This is an optimization exercise on Yosys and OpenROAD, whose aim is small area, not a production implementation. Function was checked by simulation only, so behaviour that the tests miss may differ from the original. The flow treats the clock pin as an ideal source, which a real chip does not have. Power is estimated from default activity; no workload was simulated.

## am2302_decoder
module am2302_decoder (
    input  wire        clk,
    input  wire        rst_i,
    input  wire        line_i,
    output wire        line_drive_low_o,
    input  wire [31:0] now_ms_i,
    input  wire        reg_we_i,
    input  wire [2:0]  reg_addr_i,
    input  wire [31:0] reg_wdata_i,
    output reg  [31:0] reg_rdata_o,
    output wire        busy_o,
    output wire        done_o
);
    reg [3:0]  st;
    reg [10:0] cnt;
    reg        ge48;
    reg [5:0]  bit_idx;
    reg [38:0] frame;
    reg [31:0] last_ms;
    reg        attempted;
    reg [14:0] hum;
    reg [15:0] temp;
    reg        valid;
    reg [3:0]  result;
    reg        done;
    reg        cmd_err;
    reg        raw_v;
    reg [15:0] raw_hum;
    reg [15:0] raw_temp;
    reg [7:0]  raw_ck;
    integer i;
    reg [7:0] ck_s1, ck_c1, ck_s2, ck_c2, calc_ck;
    reg       ck_cy;
    always @(*) begin
        ck_s1 = raw_hum[15:8] ^ raw_hum[7:0] ^ raw_temp[15:8];
        ck_c1 = {(raw_hum[14:8] & raw_hum[6:0]) | (raw_hum[14:8] & raw_temp[14:8]) |
                 (raw_hum[6:0] & raw_temp[14:8]), 1'b0};
  ...
clock: 10.0 ns
lec_check: 0
cap_margin: 0
core_margin: 2
core_utilization: 55
cts_buf_list: sky130_fd_sc_hd__clkbuf_8
slew_margin: 0
standard.sh (not shown) runs the stock make flow with config.mk's settings and CLKGATE_MAP_FILE= SYNTH_SCRIPT=/design/flow/synth_recipe.tcl, a recipe that flattens the netlist after the stock synthesis.
==> flow/flow/run.sh <==
#!/bin/bash
# The standard layout (standard.sh), with these changes:
#  * ABC maps the synthesized logic with flow/area.abc (deep AIG
#    optimization for 45 s, then area-oriented mapping)
#    instead of ORFS's script; everything else in synthesis,
#    including the registers, is the standard flow's own synthesis script unchanged;
#  * the port buffers are made from the smallest buffer cell (buf_1).
#  * CTS uses a clkbuf_16 root, clkbuf_4 leaves and no dummy loads; after
#    CTS, flow/post_cts.tcl makes each leaf buffer with over 10 sinks a
#    clkbuf_8 (clock-pin slew);
# Each tool's output goes to the ORFS logs; make's output to flow.log.
set -euo pipefail
HERE=$(pwd)
ABC_SCRIPT="$HERE/flow/area.abc"
{
  head -n 1 synth_recipe.tcl
  echo "proc abc {args} { set i [lsearch \$args -script]; lset args [expr {\$i + 1}] $ABC_SCRIPT; yosys abc {*}\$args }"
  tail -n +2 synth_recipe.tcl
} > my_synth.tcl
sed "s#SYNTH_SCRIPT=[^ ]*#SYNTH_SCRIPT=$HERE/my_synth.tcl#" standard.sh > my_standard.sh
export BUFFER_PORTS_ARGS="-buffer_cell sky130_fd_sc_hd__buf_1"
# clock tree: a strong root buffer feeding small leaf buffers, no dummy loads
export CTS_ARGS="-sink_clustering_enable -repair_clock_nets -root_buf sky130_fd_sc_hd__clkbuf_16 -buf_list sky130_fd_sc_hd__clkbuf_4 -dont_use_dummy_load -sink_clustering_size 10 -sink_clustering_max_diameter 60"
export POST_CTS_TCL="$HERE/flow/post_cts.tcl"
bash my_standard.sh > flow.log 2>&1
==> flow/flow/area.abc <==
strash
&get -n
&deepsyn -T 45
&put
&get -n
&dch -f
&nf -a -p -R 1000
&put
==> flow/flow/post_cts.tcl <==
# After CTS: a leaf clock buffer (clkbuf_4) that drives many flip-flops
# would give their clock pins too slow a slew, so make it a clkbuf_8.
set n_up 0
foreach inst [[ord::get_db_block] getInsts] {
  if { [[$inst getMaster] getName] ne "sky130_fd_sc_hd__clkbuf_4" } { continue }
  set net [[$inst findITerm X] getNet]
  if { $net eq "NULL" } { continue }
  set sinks [expr { [llength [$net getITerms]] - 1 }]
  if { $sinks > 10 } {
    replace_cell [get_cells [$inst getName]] sky130_fd_sc_hd__clkbuf_8
    incr n_up
  }
}
puts "post_cts: upsized $n_up leaf clock buffers to clkbuf_8"
if { $n_up > 0 } {
  detailed_placement
  check_placement -verbose
}
The baseline passed the timing, design-rule and antenna checks.
Edit:
--- a/flow/flow/run.sh
+++ b/flow/flow/run.sh
@@ -2,5 +2,4 @@
 # The standard layout (standard.sh), with these changes:
-#  * ABC maps the synthesized logic with flow/area.abc (deep AIG
-#    optimization for 45 s, then area-oriented mapping)
-#    instead of ORFS's script; everything else in synthesis,
+#  * ABC maps the synthesized logic with flow/area.abc (an area-oriented
+#    script) instead of ORFS's script; everything else in synthesis,
 #    including the registers, is the standard flow's own synthesis script unchanged;
==> flow/flow/area.abc (replaced) <==
strash
dc2
&get -n
&dch -f
&nf -a -p -R 1000
&put
CORE_UTILIZATION = 65   (was 55)
What happened: The new run produced a clean layout; worst setup slack degrades by 1.5 ns; die area fell by roughly a tenth; cell count stays the same.
Edit:
--- a/flow/flow/run.sh
+++ b/flow/flow/run.sh
@@ -2,4 +2,5 @@
 # The standard layout (standard.sh), with these changes:
-#  * ABC maps the synthesized logic with flow/area.abc (an area-oriented
-#    script) instead of ORFS's script; everything else in synthesis,
+#  * ABC maps the synthesized logic with flow/area.abc (deep AIG
+#    optimization for 45 s, then area-oriented mapping)
+#    instead of ORFS's script; everything else in synthesis,
 #    including the registers, is the standard flow's own synthesis script unchanged;
==> flow/flow/area.abc (replaced) <==
strash
&get -n
&deepsyn -T 45
&put
&get -n
&dch -f
&nf -a -p -R 1000
&put
CORE_UTILIZATION = 62   (was 65)
After rerunning:
- The new run finished clean
- final area decreases by 1.1%
- sequential share of layout area came out higher by 0.65 points
- cell count drops by about 1.5%
- clock-buffer cell count stays the same
- sequential power grows by about 2%
Edit:
--- a/flow/flow/run.sh
+++ b/flow/flow/run.sh
@@ -2,5 +2,4 @@
 # The standard layout (standard.sh), with these changes:
-#  * ABC maps the synthesized logic with flow/area.abc (deep AIG
-#    optimization for 45 s, then area-oriented mapping)
-#    instead of ORFS's script; everything else in synthesis,
+#  * ABC maps the synthesized logic with flow/area.abc (an area-oriented
+#    script) instead of ORFS's script; everything else in synthesis,
 #    including the registers, is the standard flow's own synthesis script unchanged;
==> flow/flow/area.abc (replaced) <==
strash
dc2
&get -n
&dch -f
&nf -a -p -R 1000
&put
CORE_UTILIZATION = 80   (was 62)
Sequential share of layout area went down by 0.73 points.
Worst setup slack got worse by 1.4 ns.
Design area came out higher by about 1.3%.
Synthesized cell count rose by about 7%.
Cell count hardly moves.
First-iteration DRC count came out higher by 36%.
Global-route usage goes up by 13 points.

## afterwards: timing with drivers on the ports
In the flow no input, the clock included, has a driving cell. The finished layouts below were timed again as built, in two steps.
Step 1 assumes that a clkbuf_16 drives the clock port and a buf_2 every other input.
Step 2 times the ports against the registers' clock, not the clock port: input delays grow and output delays shrink by t, the midpoint of the rising clock arrivals with the driver on.
Three values: no drivers, after step 1, after step 2; two values: the first two.
run | shift t [ns] | setup slack, ns | hold WS [ns] | pins driven straight from the clock port
the first run | 0.411 | 2.105 / 2.115 / 1.704 | 0.421 / 0.421 / 0.421 | 1
the second run | 0.405 | 0.626 / 0.645 / 0.240 | 0.408 / 0.408 / 0.408 | 1
the third run | 0.407 | 1.946 / 1.955 / 1.548 | 0.435 / 0.435 / 0.435 | 1
the fourth run | 0.411 | 0.557 / 0.566 / 0.155 | 0.424 / 0.424 / 0.424 | 1
After both steps every run listed still meets setup and hold. The setup slack of the fourth run, which loses most, moves by +0.009 ns with the drivers and by -0.402 ns with both steps.
